Background: an optimization exercise with open tools, aiming at small area and a short achievable clock period. Do not read the settings as production practice. Where RTL was checked, it was by simulation tests only, not by an equivalence proof against the original. The flow treats the clock pin as an ideal source. Dropping or thinning the clock tree relies on that and would not hold on a real chip. No activity file was given, so power comes from the tool's default toggle rates.

== run 1 ==
## jtag_pdi_sniffer
module jtag_pdi_sniffer (
    input  wire       clk,
    input  wire       rst,         
    input  wire       smp_valid,   
    input  wire       tms,
    input  wire       tdi,
    input  wire       tdo,
    output wire       out_valid,
    output wire [7:0] out_data,
    output wire       pdi_err
);
For scale: about 660 cells after synthesis, roughly 140 flip-flops, about 6100 um^2 of cells after synthesis.
Settings: LEC_CHECK=0, CAP_MARGIN=20, CORE_MARGIN=2, CORE_UTILIZATION=40, SETUP_SLACK_MARGIN=4.35, SLEW_MARGIN=20; clock period 6.5 ns.
run.sh (not shown) runs the stock make flow with config.mk's settings and CLKGATE_MAP_FILE= SYNTH_SCRIPT=/design/flow/synth_recipe.tcl, a recipe that flattens the netlist after the stock synthesis.
Relative to run 1, the following input files were edited for run 2:
-- flow/design.v --
<<< run 1, line 26
                     S_EXIT2_IR   = 4'h8,
                     S_UPDATE_IR  = 4'hD;
    wire sv = smp_valid;
    wire st = tms;
    wire si = tdi;
    wire so = tdo;
    wire rr = rst;
    reg [3:0]  tap;
    reg        ir_id;      
>>> run 2, line 26
                     S_EXIT2_IR   = 4'h8,
                     S_UPDATE_IR  = 4'hD;
    reg sv, st, si, so, rr;
    always @(posedge clk) begin
        sv <= smp_valid;
        st <= tms;
        si <= tdi;
        so <= tdo;
        rr <= rst;
    end
    reg [3:0]  tap;
    reg        ir_id;      
<<< run 1, line 218
            es <= es - 3'd1;
        end
        ov   <= !rr && (iev || pdi_byte || es != 3'd0);
        perr <= !rr && pev && bad;
        if (iev)
            od <= 8'h10;
>>> run 2, line 221
            es <= es - 3'd1;
        end
        ov   <= !rst && !rr && (iev || pdi_byte || es != 3'd0);
        perr <= !rst && !rr && pev && bad;
        if (iev)
            od <= 8'h10;
Results
Share of the cycle needed by the critical path after routing sits lower in run 2 than in run 1.
Global-route track usage on met2 ended up 2.4 points lower on run 2 than on run 1.
Summary: with run 1 as the reference, maximum number of pins on one net before global-route repair in run 2 moved up by more than half.
Core util | run 2 vs run 1 | run 2 lower
For the total power consumption of the routed design, run 2 came in 0.46% higher than run 1 did.
Delta (run 2 minus run 1): cell area lost about 4%; final instance count without filler cells went down 1.7%; worst setup margin picked up an extra 120 ps.
No functional check of the RTL was part of any run of this note.


jtag_pdi_sniffer, a different RTL version from the one above (not shown whole).
==> flow/config.mk <==
export PLATFORM = sky130hd
export DESIGN_NAME = jtag_pdi_sniffer
export DESIGN_NICKNAME = jtag_pdi_sniffer
export VERILOG_FILES = /design/flow/design.v
export SDC_FILE = /design/flow/constraint.sdc
export NUM_CORES = 4
export LEC_CHECK = 0
export CAP_MARGIN = 20
export CORE_MARGIN = 2
export CORE_UTILIZATION = 72
export PLACE_DENSITY = 0.8
export SETUP_SLACK_MARGIN = 4.6
export SLEW_MARGIN = 20
==> flow/constraint.sdc <==
create_clock -name core_clock -period 6.5 [get_ports {clk}]
set_input_delay 1.3000 -clock core_clock [delete_from_list [all_inputs] [get_ports {clk}]]
set_output_delay 1.3000 -clock core_clock [all_outputs]
set_load 0.01 [all_outputs]
standard.sh (not shown) runs the stock make flow with config.mk's settings and CLKGATE_MAP_FILE= SYNTH_SCRIPT=/design/flow/synth_recipe.tcl, a recipe that flattens the netlist after the stock synthesis.
==> flow/flow/run.sh <==
#!/bin/bash
# Standard ORFS layout, except that the clock tree is built by flow/pre_cts.tcl
# (a flat tree of four clock buffers) instead of TritonCTS.
set -euo pipefail
W=$(pwd)
export PRE_CTS_TCL="$W/flow/pre_cts.tcl"
bash standard.sh finish > "$W/orfs_flow.log" 2>&1
Other scripts of this flow, unchanged in this note and not shown: flow/flow/mcts.tcl, flow/flow/pre_cts.tcl
Then changed:
--- a/flow/design.v
+++ b/flow/design.v
@@ -105,138 +105,117 @@
     reg        big;        
     reg        lds;        
     reg        cap;        
     reg [1:0]  arg;        
     reg [2:0]  kc;         
     reg [23:0] acc;        
     localparam [1:0] P_NONE = 2'd0, P_DEC = 2'd1, P_LD = 2'd2, P_CLR = 2'd3;
     reg [31:0] rg;
     reg [1:0]  ph;
     reg [1:0]  pop;        
     reg        pa;         
-    reg        bin;        
-    reg        enz;        
-    reg        bad_r;      
+    reg        bw;         
+    wire       enz = |rg;  
     wire       bad = rd ? par_r : par_w;
     wire [7:0] b   = rd ? dro[29:22] : dri[29:22];
     wire       act = (pop != P_NONE) && (pa || ph == 2'd0);
+    wire       bin = (ph == 2'd0) || bw;
     reg  [7:0] ldb;
     always @(*) begin
         case (ph)
             2'd0:    ldb = dri[29:22];
             2'd1:    ldb = acc[7:0];
             2'd2:    ldb = acc[15:8];
             default: ldb = acc[23:16];
         endcase
     end
     reg  [7:0] nb;
     always @(*) begin
         if (!act)
             nb = rg[7:0];
         else case (pop)
-            P_DEC:   nb = rg[7:0] ^ {bin && rg[6:0] == 7'd0, bin && rg[5:0] == 6'd0,
-                                         bin && rg[4:0] == 5'd0, bin && rg[3:0] == 4'd0,
-                                         bin && rg[2:0] == 3'd0, bin && rg[1:0] == 2'd0,
-                                         bin && !rg[0], bin};
+            P_DEC:   nb = rg[7:0] - {7'd0, bin};
             P_LD:    nb = (ph <= arg) ? ldb : 8'd0;
             default: nb = 8'd0;
         endcase
     end
     always @(posedge clk) begin
         rg   <= {nb, rg[31:8]};
         ph   <= ph + 2'd1;
-        bin  <= (ph == 2'd3) || (bin && rg[7:0] == 8'd0);
+        bw   <= bin && (rg[7:0] == 8'd0);
         pa   <= act && ph != 2'd3;
         if (act && ph == 2'd3)
             pop <= P_NONE;
-        bad_r <= bad;
         if (rr) begin
             idl <= 1'b1;
             rd  <= 1'b0;
             big <= 1'b0;
             lds <= 1'b0;
             cap <= 1'b0;
             pop <= P_CLR;
             pa  <= 1'b0;
-            enz <= 1'b0;
         end else if (pev) begin
-            if (bad_r) begin
+            if (bad) begin
                 idl <= 1'b1;
                 rd  <= 1'b0;
                 big <= 1'b0;
                 lds <= 1'b0;
                 cap <= 1'b0;
-                if (big) begin
-                    pop <= P_CLR;
-                    enz <= 1'b0;
-                end
+                if (big) pop <= P_CLR;
             end else if (idl) begin
                 case (b[7:4])
                     4'h0: begin idl <= 1'b0; lds <= 1'b1; end   
                     4'h1: begin idl <= 1'b0; rd <= 1'b1; big <= 1'b1; end  
                     4'h2: begin idl <= 1'b0; end  
                     4'h3: begin idl <= 1'b0; big <= 1'b1; end  
                     4'h4: begin idl <= 1'b0; rd <= 1'b1; end  
                     4'h5: begin idl <= 1'b0; cap <= 1'b1; end  
                     4'h6: begin idl <= 1'b0; end  
                     4'h7: begin idl <= 1'b0; end  
                     4'hF: ;                                    
                     default: begin idl <= 1'b0; rd <= 1'b1; end  
                 endcase
             end else begin
                 if (kc != 3'd0) begin
                 end else if (big && enz) begin
                     pop <= P_DEC;
-                    enz <= |{rg[31:25], rg[23:17], rg[15:9], rg[7:1]} ||
-                           (rg[0]  && ph != 2'd0) || (rg[24] && ph != 2'd1) ||
-                           (rg[16] && ph != 2'd2) || (rg[8]  && ph != 2'd3);
                 end else begin
                     if (cap) begin
                         pop <= P_LD;
                         cap <= 1'b0;
-                        enz <= |dri[29:22] || (arg != 2'd0 && |acc[7:0]) ||
-                               (arg[1] && |acc[15:8]) || (arg == 2'd3 && |acc[23:16]);
                     end
                     if (lds) begin
                         rd  <= 1'b1;
                         lds <= 1'b0;
                     end else begin
                         idl <= 1'b1;
                         rd  <= 1'b0;
                         big <= 1'b0;
                     end
                 end
             end
         end
     end
     reg [2:0] kc_cmd;
     always @(*) begin
         case (b[7:4])
             4'h0:    kc_cmd = {1'b0, b[3:2]};                            
-            4'h2:    case (b[3:0])                                       
-                         4'h0:                      kc_cmd = 3'd1;     
-                         4'h1, 4'h4:                kc_cmd = 3'd2;
-                         4'h2, 4'h5, 4'h8:          kc_cmd = 3'd3;
-                         4'h3, 4'h6, 4'h9, 4'hC:    kc_cmd = 3'd4;
-                         4'h7, 4'hA, 4'hD:          kc_cmd = 3'd5;
-                         4'hB, 4'hE:                kc_cmd = 3'd6;
-                         default:                   kc_cmd = 3'd7;
-                     endcase
+            4'h2:    kc_cmd = {1'b0, b[3:2]} + {1'b0, b[1:0]} + 3'd1;    
             4'h1, 4'h3, 4'h5:
                      kc_cmd = {1'b0, b[1:0]};                            
             4'h7:    kc_cmd = 3'd7;                                      
             default: kc_cmd = 3'd0;
         endcase
     end
     always @(posedge clk) begin
-        if (pev && !bad_r) begin
+        if (pev && !bad) begin
             if (idl) begin
                 arg <= b[1:0];
                 kc  <= kc_cmd;
             end else if (kc != 3'd0) begin
                 kc <= kc - 3'd1;
                 if (cap) acc <= {acc[15:0], b};
             end else begin
                 kc <= {1'b0, arg};
             end
         end
     end
@@ -250,23 +229,23 @@
         if (rr) begin
             e3 <= 1'b0; e2 <= 1'b0; e1 <= 1'b0; e0 <= 1'b0;
             ep <= 1'b0;
         end else begin
             e3 <= iev;
             e2 <= e3;
             e1 <= e2;
             e0 <= e1;
             ep <= pdi_byte;
         end
         ov   <= !rst && !rr && (iev || e3 || e2 || e1 || e0 || pdi_byte || ep);
-        perr <= !rst && !rr && pev && bad_r;
+        perr <= !rst && !rr && pev && bad;
         od <= ({8{iev}}      & 8'h10)
             | ({8{pdi_byte}} & 8'h11)
             | ({8{e3}}       & dri[31:24])
             | ({8{e2}}       & dri[23:16])
             | ({8{e1}}       & dri[15:8])
             | ({8{e0}}       & dri[7:0])
             | ({8{ep}}       & b);
     end
     assign out_valid = ov;
     assign out_data  = od;
     assign pdi_err   = perr;
The changed run finished clean.
Synthesized cell count decreases by 9.3%.
Power fell by 0.82%.
Global-route usage went down by 0.51 points.
Design area shrinks by 6.8%.
Setup slack gets better by 0.079 ns.
Clock skew came out lower by 0.0053 ns.
Sequential power shrinks by about 0.6%.
Wire length went down by 14%.
Cell count fell by 8.7%.
Register-to-register slack improved by 0.08 ns.
Worst hold slack hardly moves.
Sequential share of layout area climbs by 2.9 points.
Maximum frequency grows by 4.0%.
Combinational power grows by 9.8%.
Function not checked in the first run of this note: the RTL went through the layout flow alone. In every run of this note, the design's own scripts or RTL, not TritonCTS, make the clock network.


the reference run:
jtag_pdi_sniffer, a different RTL version from the one above (not shown whole).
Size: ~790 cells after synthesis, about 140 flip-flops, about 16 I/O pins.
## jtag_pdi_sniffer
module jtag_pdi_sniffer (
    input  wire       clk,
    input  wire       rst,         
    input  wire       smp_valid,   
    input  wire       tms,
    input  wire       tdi,
    input  wire       tdo,
    output wire       out_valid,
    output wire [7:0] out_data,
    output wire       pdi_err
);
Settings: LEC_CHECK=0, CAP_MARGIN=20, CORE_MARGIN=2, CORE_UTILIZATION=40, SLEW_MARGIN=20; clock period 6.5 ns.
run.sh (not shown) runs the stock make flow with config.mk's settings and CLKGATE_MAP_FILE= SYNTH_SCRIPT=/design/flow/synth_recipe.tcl, a recipe that flattens the netlist after the stock synthesis.
Stock flow here: none of the scripts above is used.
For the trial run, these inputs were changed with respect to the reference run:
--- a/flow/design.v
+++ b/flow/design.v
@@ -4,32 +4,32 @@
     input  wire       smp_valid,   
     input  wire       tms,
     input  wire       tdi,
     input  wire       tdo,
     output wire       out_valid,
     output wire [7:0] out_data,
     output wire       pdi_err
 );
-    localparam [3:0] S_RESET      = 4'hF,
-                     S_IDLE       = 4'hC,
-                     S_SELECT_DR  = 4'h7,
-                     S_CAPTURE_DR = 4'h6,
-                     S_SHIFT_DR   = 4'h2,
-                     S_EXIT1_DR   = 4'h1,
-                     S_PAUSE_DR   = 4'h3,
-                     S_EXIT2_DR   = 4'h0,
-                     S_UPDATE_DR  = 4'h5,
-                     S_SELECT_IR  = 4'h4,
-                     S_CAPTURE_IR = 4'hE,
-                     S_SHIFT_IR   = 4'hA,
-                     S_EXIT1_IR   = 4'h9,
-                     S_PAUSE_IR   = 4'hB,
-                     S_EXIT2_IR   = 4'h8,
-                     S_UPDATE_IR  = 4'hD;
+    localparam [3:0] S_RESET      = 4'd0,
+                     S_IDLE       = 4'd1,
+                     S_SELECT_DR  = 4'd2,
+                     S_CAPTURE_DR = 4'd3,
+                     S_SHIFT_DR   = 4'd4,
+                     S_EXIT1_DR   = 4'd5,
+                     S_PAUSE_DR   = 4'd6,
+                     S_EXIT2_DR   = 4'd7,
+                     S_UPDATE_DR  = 4'd8,
+                     S_SELECT_IR  = 4'd9,
+                     S_CAPTURE_IR = 4'd10,
+                     S_SHIFT_IR   = 4'd11,
+                     S_EXIT1_IR   = 4'd12,
+                     S_PAUSE_IR   = 4'd13,
+                     S_EXIT2_IR   = 4'd14,
+                     S_UPDATE_IR  = 4'd15;
     reg sv, st, si, so, rr;
     always @(posedge clk) begin
         sv <= smp_valid;
         st <= tms;
         si <= tdi;
         so <= tdo;
         rr <= rst;
     end
@@ -54,18 +54,17 @@
             S_EXIT2_DR:   tap_next = st ? S_UPDATE_DR : S_SHIFT_DR;
             S_UPDATE_DR:  tap_next = st ? S_SELECT_DR : S_IDLE;
             S_SELECT_IR:  tap_next = st ? S_RESET     : S_CAPTURE_IR;
             S_CAPTURE_IR: tap_next = st ? S_EXIT1_IR  : S_SHIFT_IR;
             S_SHIFT_IR:   tap_next = st ? S_EXIT1_IR  : S_SHIFT_IR;
             S_EXIT1_IR:   tap_next = st ? S_UPDATE_IR : S_PAUSE_IR;
             S_PAUSE_IR:   tap_next = st ? S_EXIT2_IR  : S_PAUSE_IR;
             S_EXIT2_IR:   tap_next = st ? S_UPDATE_IR : S_SHIFT_IR;
-            S_UPDATE_IR:  tap_next = st ? S_SELECT_DR : S_IDLE;
-            default:      tap_next = st ? S_SELECT_DR : S_IDLE;
+            default:      tap_next = st ? S_SELECT_DR : S_IDLE;  
         endcase
     end
     wire commit = sv && (tap == S_UPDATE_DR);
     reg  iev;              
     reg  pev;              
     always @(posedge clk) begin
         iev <= commit && ir_id;
         pev <= commit && ir_pdi;
Notes after the runs:
The trial run went all the way through synthesis, placement and routing and the layout is clean on timing, DRC and antenna. Looking at data arrival time of the critical path, the trial run sits 0.10 ns higher than the reference run does. Summary of the trial run over the reference run: share of the core filled with cells in the final layout went down by 0.90 points; wire length dropped about 1.7%; time the final worst path needs with I/O delays and setup shrank by 0.11 ns. NOTE die outline area the reference run->the trial run increased by a few percent. On arithmetic-cell share of the synthesized area counting full adders, half adders and majority gates, the trial run and the reference run are basically level. Standard cell core area, the trial run vs the reference run: up by a few percent.
For the reference run, only the layout was checked, not whether the RTL still works.


job 102:
The RTL this note starts from:
==> flow/design.v <==
module jtag_pdi_sniffer (
    input  wire       clk,
    input  wire       rst,         
    input  wire       smp_valid,   
    input  wire       tms,
    input  wire       tdi,
    input  wire       tdo,
    output wire       out_valid,
    output wire [7:0] out_data,
    output wire       pdi_err
);
    localparam [3:0] S_RESET      = 4'hF,
                     S_IDLE       = 4'hC,
                     S_SELECT_DR  = 4'h7,
                     S_CAPTURE_DR = 4'h6,
                     S_SHIFT_DR   = 4'h2,
                     S_EXIT1_DR   = 4'h1,
                     S_PAUSE_DR   = 4'h3,
                     S_EXIT2_DR   = 4'h0,
                     S_UPDATE_DR  = 4'h5,
                     S_SELECT_IR  = 4'h4,
                     S_CAPTURE_IR = 4'hE,
                     S_SHIFT_IR   = 4'hA,
                     S_EXIT1_IR   = 4'h9,
                     S_PAUSE_IR   = 4'hB,
                     S_EXIT2_IR   = 4'h8,
                     S_UPDATE_IR  = 4'hD;
    reg sv, st, si, so, rr;
    always @(posedge clk) begin
        sv <= smp_valid;
        st <= tms;
        si <= tdi;
        so <= tdo;
        rr <= rst;
    end
    reg [3:0]  tap;
    reg        ir_id;      
    reg        ir_pdi;     
    reg [3:0]  irs;
    reg [31:0] dri;
    reg [31:22] dro;
    reg        par_w;      
    reg        par_r;      
    reg [3:0] tap_next;
    always @(*) begin
        case (tap)
            S_RESET:      tap_next = st ? S_RESET     : S_IDLE;
            S_IDLE:       tap_next = st ? S_SELECT_DR : S_IDLE;
            S_SELECT_DR:  tap_next = st ? S_SELECT_IR : S_CAPTURE_DR;
            S_CAPTURE_DR: tap_next = st ? S_EXIT1_DR  : S_SHIFT_DR;
            S_SHIFT_DR:   tap_next = st ? S_EXIT1_DR  : S_SHIFT_DR;
            S_EXIT1_DR:   tap_next = st ? S_UPDATE_DR : S_PAUSE_DR;
            S_PAUSE_DR:   tap_next = st ? S_EXIT2_DR  : S_PAUSE_DR;
            S_EXIT2_DR:   tap_next = st ? S_UPDATE_DR : S_SHIFT_DR;
            S_UPDATE_DR:  tap_next = st ? S_SELECT_DR : S_IDLE;
            S_SELECT_IR:  tap_next = st ? S_RESET     : S_CAPTURE_IR;
            S_CAPTURE_IR: tap_next = st ? S_EXIT1_IR  : S_SHIFT_IR;
            S_SHIFT_IR:   tap_next = st ? S_EXIT1_IR  : S_SHIFT_IR;
            S_EXIT1_IR:   tap_next = st ? S_UPDATE_IR : S_PAUSE_IR;
            S_PAUSE_IR:   tap_next = st ? S_EXIT2_IR  : S_PAUSE_IR;
            S_EXIT2_IR:   tap_next = st ? S_UPDATE_IR : S_SHIFT_IR;
            S_UPDATE_IR:  tap_next = st ? S_SELECT_DR : S_IDLE;
            default:      tap_next = st ? S_SELECT_DR : S_IDLE;
        endcase
    end
    wire commit = sv && (tap == S_UPDATE_DR);
    wire iev    = commit && ir_id;     
    wire pcm    = commit && ir_pdi;    
    reg  pev;              
    always @(posedge clk) begin
        pev <= pcm;
        if (rr) begin
            tap    <= S_RESET;
            ir_id  <= 1'b1;
            ir_pdi <= 1'b0;
            irs    <= 4'h0;
            dri    <= 32'h0;
            dro    <= 10'h0;
            par_w  <= 1'b0;
            par_r  <= 1'b0;
        end else if (sv) begin
            case (tap)
                S_RESET: begin
                    ir_id  <= 1'b1;
                    ir_pdi <= 1'b0;
                end
                S_SHIFT_DR: begin
                    dri   <= {si, dri[31:1]};
                    dro   <= {so, dro[31:23]};
                    par_w <= par_w ^ dri[31] ^ dri[22];
                    par_r <= par_r ^ dro[31] ^ dro[22];
                end
                S_SHIFT_IR:  irs <= {si, irs[3:1]};
                S_UPDATE_IR: begin
                    ir_id  <= (irs == 4'h3);
                    ir_pdi <= (irs == 4'h7);
                end
                default: ;
            endcase
            tap <= tap_next;
        end
    end
    reg        idl;        
    reg        rd;         
    reg        big;        
    reg        lds;        
    reg        cap;        
    reg [1:0]  arg;        
    reg [2:0]  kc;         
    reg [23:0] acc;        
    localparam [1:0] P_NONE = 2'd0, P_DEC = 2'd1, P_LD = 2'd2, P_CLR = 2'd3;
    reg [31:0] rg;
    reg [1:0]  ph;
    reg [1:0]  pop;        
    reg        pa;         
    reg        bw;         
    wire       enz = |rg;  
    wire       bad = rd ? par_r : par_w;
    wire [7:0] b   = rd ? dro[29:22] : dri[29:22];
    wire       act = (pop != P_NONE) && (pa || ph == 2'd0);
    wire       bin = (ph == 2'd0) || bw;
    reg  [7:0] ldb;
    always @(*) begin
        case (ph)
            2'd0:    ldb = dri[29:22];
            2'd1:    ldb = acc[7:0];
            2'd2:    ldb = acc[15:8];
            default: ldb = acc[23:16];
        endcase
    end
    reg  [7:0] nb;
    always @(*) begin
        if (!act)
            nb = rg[7:0];
        else case (pop)
            P_DEC:   nb = rg[7:0] - {7'd0, bin};
            P_LD:    nb = (ph <= arg) ? ldb : 8'd0;
            default: nb = 8'd0;
        endcase
    end
    always @(posedge clk) begin
        rg   <= {nb, rg[31:8]};
        ph   <= ph + 2'd1;
        bw   <= bin && (rg[7:0] == 8'd0);
        pa   <= act && ph != 2'd3;
        if (act && ph == 2'd3)
            pop <= P_NONE;
        if (rr) begin
            idl <= 1'b1;
            rd  <= 1'b0;
            big <= 1'b0;
            lds <= 1'b0;
            cap <= 1'b0;
            pop <= P_CLR;
            pa  <= 1'b0;
        end else if (pev) begin
            if (bad) begin
                idl <= 1'b1;
                rd  <= 1'b0;
                big <= 1'b0;
                lds <= 1'b0;
                cap <= 1'b0;
                if (big) pop <= P_CLR;
            end else if (idl) begin
                case (b[7:4])
                    4'h0: begin idl <= 1'b0; lds <= 1'b1; end   
                    4'h1: begin idl <= 1'b0; rd <= 1'b1; big <= 1'b1; end  
                    4'h2: begin idl <= 1'b0; end  
                    4'h3: begin idl <= 1'b0; big <= 1'b1; end  
                    4'h4: begin idl <= 1'b0; rd <= 1'b1; end  
                    4'h5: begin idl <= 1'b0; cap <= 1'b1; end  
                    4'h6: begin idl <= 1'b0; end  
                    4'h7: begin idl <= 1'b0; end  
                    4'hF: ;                                    
                    default: begin idl <= 1'b0; rd <= 1'b1; end  
                endcase
            end else begin
                if (kc != 3'd0) begin
                end else if (big && enz) begin
                    pop <= P_DEC;
                end else begin
                    if (cap) begin
                        pop <= P_LD;
                        cap <= 1'b0;
                    end
                    if (lds) begin
                        rd  <= 1'b1;
                        lds <= 1'b0;
                    end else begin
                        idl <= 1'b1;
                        rd  <= 1'b0;
                        big <= 1'b0;
                    end
                end
            end
        end
    end
    reg [2:0] kc_cmd;
    always @(*) begin
        case (b[7:4])
            4'h0:    kc_cmd = {1'b0, b[3:2]};                            
            4'h2:    kc_cmd = {1'b0, b[3:2]} + {1'b0, b[1:0]} + 3'd1;    
            4'h1, 4'h3, 4'h5:
                     kc_cmd = {1'b0, b[1:0]};                            
            4'h7:    kc_cmd = 3'd7;                                      
            default: kc_cmd = 3'd0;
        endcase
    end
    always @(posedge clk) begin
        if (pev && !bad) begin
            if (idl) begin
                arg <= b[1:0];
                kc  <= kc_cmd;
            end else if (kc != 3'd0) begin
                kc <= kc - 3'd1;
                if (cap) acc <= {acc[15:0], b};
            end else begin
                kc <= {1'b0, arg};
            end
        end
    end
    wire pdi_byte = pcm && !bad && !idl;
    reg       e3, e2, e1, e0;    
    reg       ep;                
    reg       ov;
    reg       perr;
    reg [7:0] od;
    always @(posedge clk) begin
        if (rr) begin
            e3 <= 1'b0; e2 <= 1'b0; e1 <= 1'b0; e0 <= 1'b0;
            ep <= 1'b0;
        end else begin
            e3 <= iev;
            e2 <= e3;
            e1 <= e2;
            e0 <= e1;
            ep <= pdi_byte;
        end
        ov   <= !rst && !rr && (iev || e3 || e2 || e1 || e0 || pdi_byte || ep);
        perr <= !rst && !rr && pev && bad;
        od <= ({8{iev}}      & 8'h10)
            | ({8{pdi_byte}} & 8'h11)
            | ({8{e3}}       & dri[31:24])
            | ({8{e2}}       & dri[23:16])
            | ({8{e1}}       & dri[15:8])
            | ({8{e0}}       & dri[7:0])
            | ({8{ep}}       & b);
    end
    assign out_valid = ov;
    assign out_data  = od;
    assign pdi_err   = perr;
endmodule
==> flow/config.mk <==
export PLATFORM = sky130hd
export DESIGN_NAME = jtag_pdi_sniffer
export DESIGN_NICKNAME = jtag_pdi_sniffer
export VERILOG_FILES = /design/flow/design.v
export SDC_FILE = /design/flow/constraint.sdc
export NUM_CORES = 4
export LEC_CHECK = 0
export CAP_MARGIN = 20
export CORE_MARGIN = 2
export CORE_UTILIZATION = 72
export PLACE_DENSITY = 0.8
export SETUP_SLACK_MARGIN = 4.5
export SLEW_MARGIN = 20
==> flow/constraint.sdc <==
create_clock -name core_clock -period 6.5 [get_ports {clk}]
set_input_delay 1.3000 -clock core_clock [delete_from_list [all_inputs] [get_ports {clk}]]
set_output_delay 1.3000 -clock core_clock [all_outputs]
set_load 0.01 [all_outputs]
standard.sh (not shown) runs the stock make flow with config.mk's settings and CLKGATE_MAP_FILE= SYNTH_SCRIPT=/design/flow/synth_recipe.tcl, a recipe that flattens the netlist after the stock synthesis.
Scripts as last shown in full above: flow/flow/run.sh
Other scripts of this flow, unchanged in this note and not shown: flow/flow/mcts.tcl, flow/flow/pre_cts.tcl
Job 102 completed end to end with timing, DRC and antenna clean.
Inputs modified between job 102 and job 103:
diff --git a/flow/design.v b/flow/design.v
--- a/flow/design.v
+++ b/flow/design.v
@@ -113,12 +113,11 @@
     reg [1:0]  ph;
     reg [1:0]  pop;        
     reg        pa;         
-    reg        bw;         
+    reg        bin;        
     wire       enz = |rg;  
     wire       bad = rd ? par_r : par_w;
     wire [7:0] b   = rd ? dro[29:22] : dri[29:22];
     wire       act = (pop != P_NONE) && (pa || ph == 2'd0);
-    wire       bin = (ph == 2'd0) || bw;
     reg  [7:0] ldb;
     always @(*) begin
         case (ph)
@@ -133,7 +132,10 @@
         if (!act)
             nb = rg[7:0];
         else case (pop)
-            P_DEC:   nb = rg[7:0] - {7'd0, bin};
+            P_DEC:   nb = rg[7:0] ^ {bin && rg[6:0] == 7'd0, bin && rg[5:0] == 6'd0,
+                                         bin && rg[4:0] == 5'd0, bin && rg[3:0] == 4'd0,
+                                         bin && rg[2:0] == 3'd0, bin && rg[1:0] == 2'd0,
+                                         bin && !rg[0], bin};
             P_LD:    nb = (ph <= arg) ? ldb : 8'd0;
             default: nb = 8'd0;
         endcase
@@ -141,7 +143,7 @@
     always @(posedge clk) begin
         rg   <= {nb, rg[31:8]};
         ph   <= ph + 2'd1;
-        bw   <= bin && (rg[7:0] == 8'd0);
+        bin  <= (ph == 2'd3) || (bin && rg[7:0] == 8'd0);
         pa   <= act && ph != 2'd3;
         if (act && ph == 2'd3)
             pop <= P_NONE;
@@ -199,7 +201,15 @@
     always @(*) begin
         case (b[7:4])
             4'h0:    kc_cmd = {1'b0, b[3:2]};                            
-            4'h2:    kc_cmd = {1'b0, b[3:2]} + {1'b0, b[1:0]} + 3'd1;    
+            4'h2:    case (b[3:0])                                       
+                         4'h0:                      kc_cmd = 3'd1;     
+                         4'h1, 4'h4:                kc_cmd = 3'd2;
+                         4'h2, 4'h5, 4'h8:          kc_cmd = 3'd3;
+                         4'h3, 4'h6, 4'h9, 4'hC:    kc_cmd = 3'd4;
+                         4'h7, 4'hA, 4'hD:          kc_cmd = 3'd5;
+                         4'hB, 4'hE:                kc_cmd = 3'd6;
+                         default:                   kc_cmd = 3'd7;
+                     endcase
             4'h1, 4'h3, 4'h5:
                      kc_cmd = {1'b0, b[1:0]};                            
             4'h7:    kc_cmd = 3'd7;                                      
## What came out
[job 103 vs job 102] footprint of the multi-input gates: higher in job 103. In the flow results for job 103 and job 102, the detailed-route via count is larger on job 103. Job 103 vs job 102 on total power divided by cell area: job 103 is the lower one. | count of unique library cells instantiated by Yosys | job 103 vs job 102 | about 5.5% lower |. Overall global routing resource usage was lower in job 102 than in job 103. Compared with job 102, job 103 degrades minimum period implied by the final worst setup slack. Job 103: number of cells upsized or downsized after cts lower than job 102. Number of global-route vias before repair, job 103 and job 102, higher one = job 103. The part of the power in the clock network of job 103 is higher than that of job 102. Comparing timing-limited maximum frequency for job 103 and job 102, the smaller number came from job 103. Compared with job 102, job 103 shows smallest setup slack after layout lower by 9.8 ps. [compare] base=job 102 new=job 103: power was more or less identical, complex-gate fraction of the synthesized area was more or less identical.
For job 103, only the layout was checked, not whether the RTL still works. No run of this note takes its clock network from TritonCTS; it comes from the design's own scripts or RTL.

## port drivers added, routing unchanged
No port has a modelled driver above. Below, the same layouts with a new extraction and two added sets of constraints. Step 1 assumes that a clkbuf_16 drives the clock port and a buf_2 every other input. Step 2 adds t to the input delays and takes it off the output delays; t is the mean of the earliest and latest rising clock arrival at the registers after step 1. Input paths then give back, and output paths get back, about the clock's delay inside the block. Three values: ideal, step 1, step 2; two values: the first two.
run | shift t [ns] | setup WS [ns] | worst setup path after step 2 | clock arrival spread, ns | slew at the worst register clock pin (ns)
run 1 | 0.457 | 4.223 / 4.225 / 3.768 | input to register | 0.010 / 0.011 | 0.07 / 0.07
run 2 | 0.465 | 4.344 / 4.303 / 4.388 | input to register | 0.010 / 0.010 | 0.07 / 0.07
the first run of note 2 | 0.229 | 4.439 / 4.438 / 4.438 | register to register | 0.024 / 0.025 | 0.10 / 0.10
the second run of note 2 | 0.231 | 4.518 / 4.518 / 4.518 | register to register | 0.021 / 0.022 | 0.10 / 0.10
the reference run | 0.461 | 3.631 / 3.631 / 3.631 | register to register | 0.012 / 0.013 | 0.06 / 0.06
the trial run | 0.461 | 3.741 / 3.741 / 3.741 | register to register | 0.013 / 0.013 | 0.07 / 0.07
job 102 | 0.304 | 4.525 / 4.450 / 4.355 | input to register | 0.019 / 0.019 | 0.11 / 0.11
job 103 | 0.307 | 4.516 / 4.441 / 4.304 | input to register | 0.031 / 0.031 | 0.11 / 0.11
After both steps every run listed still meets setup and hold. The setup slack of run 1, which loses most, moves by +0.002 ns with the drivers and by -0.455 ns with both steps.
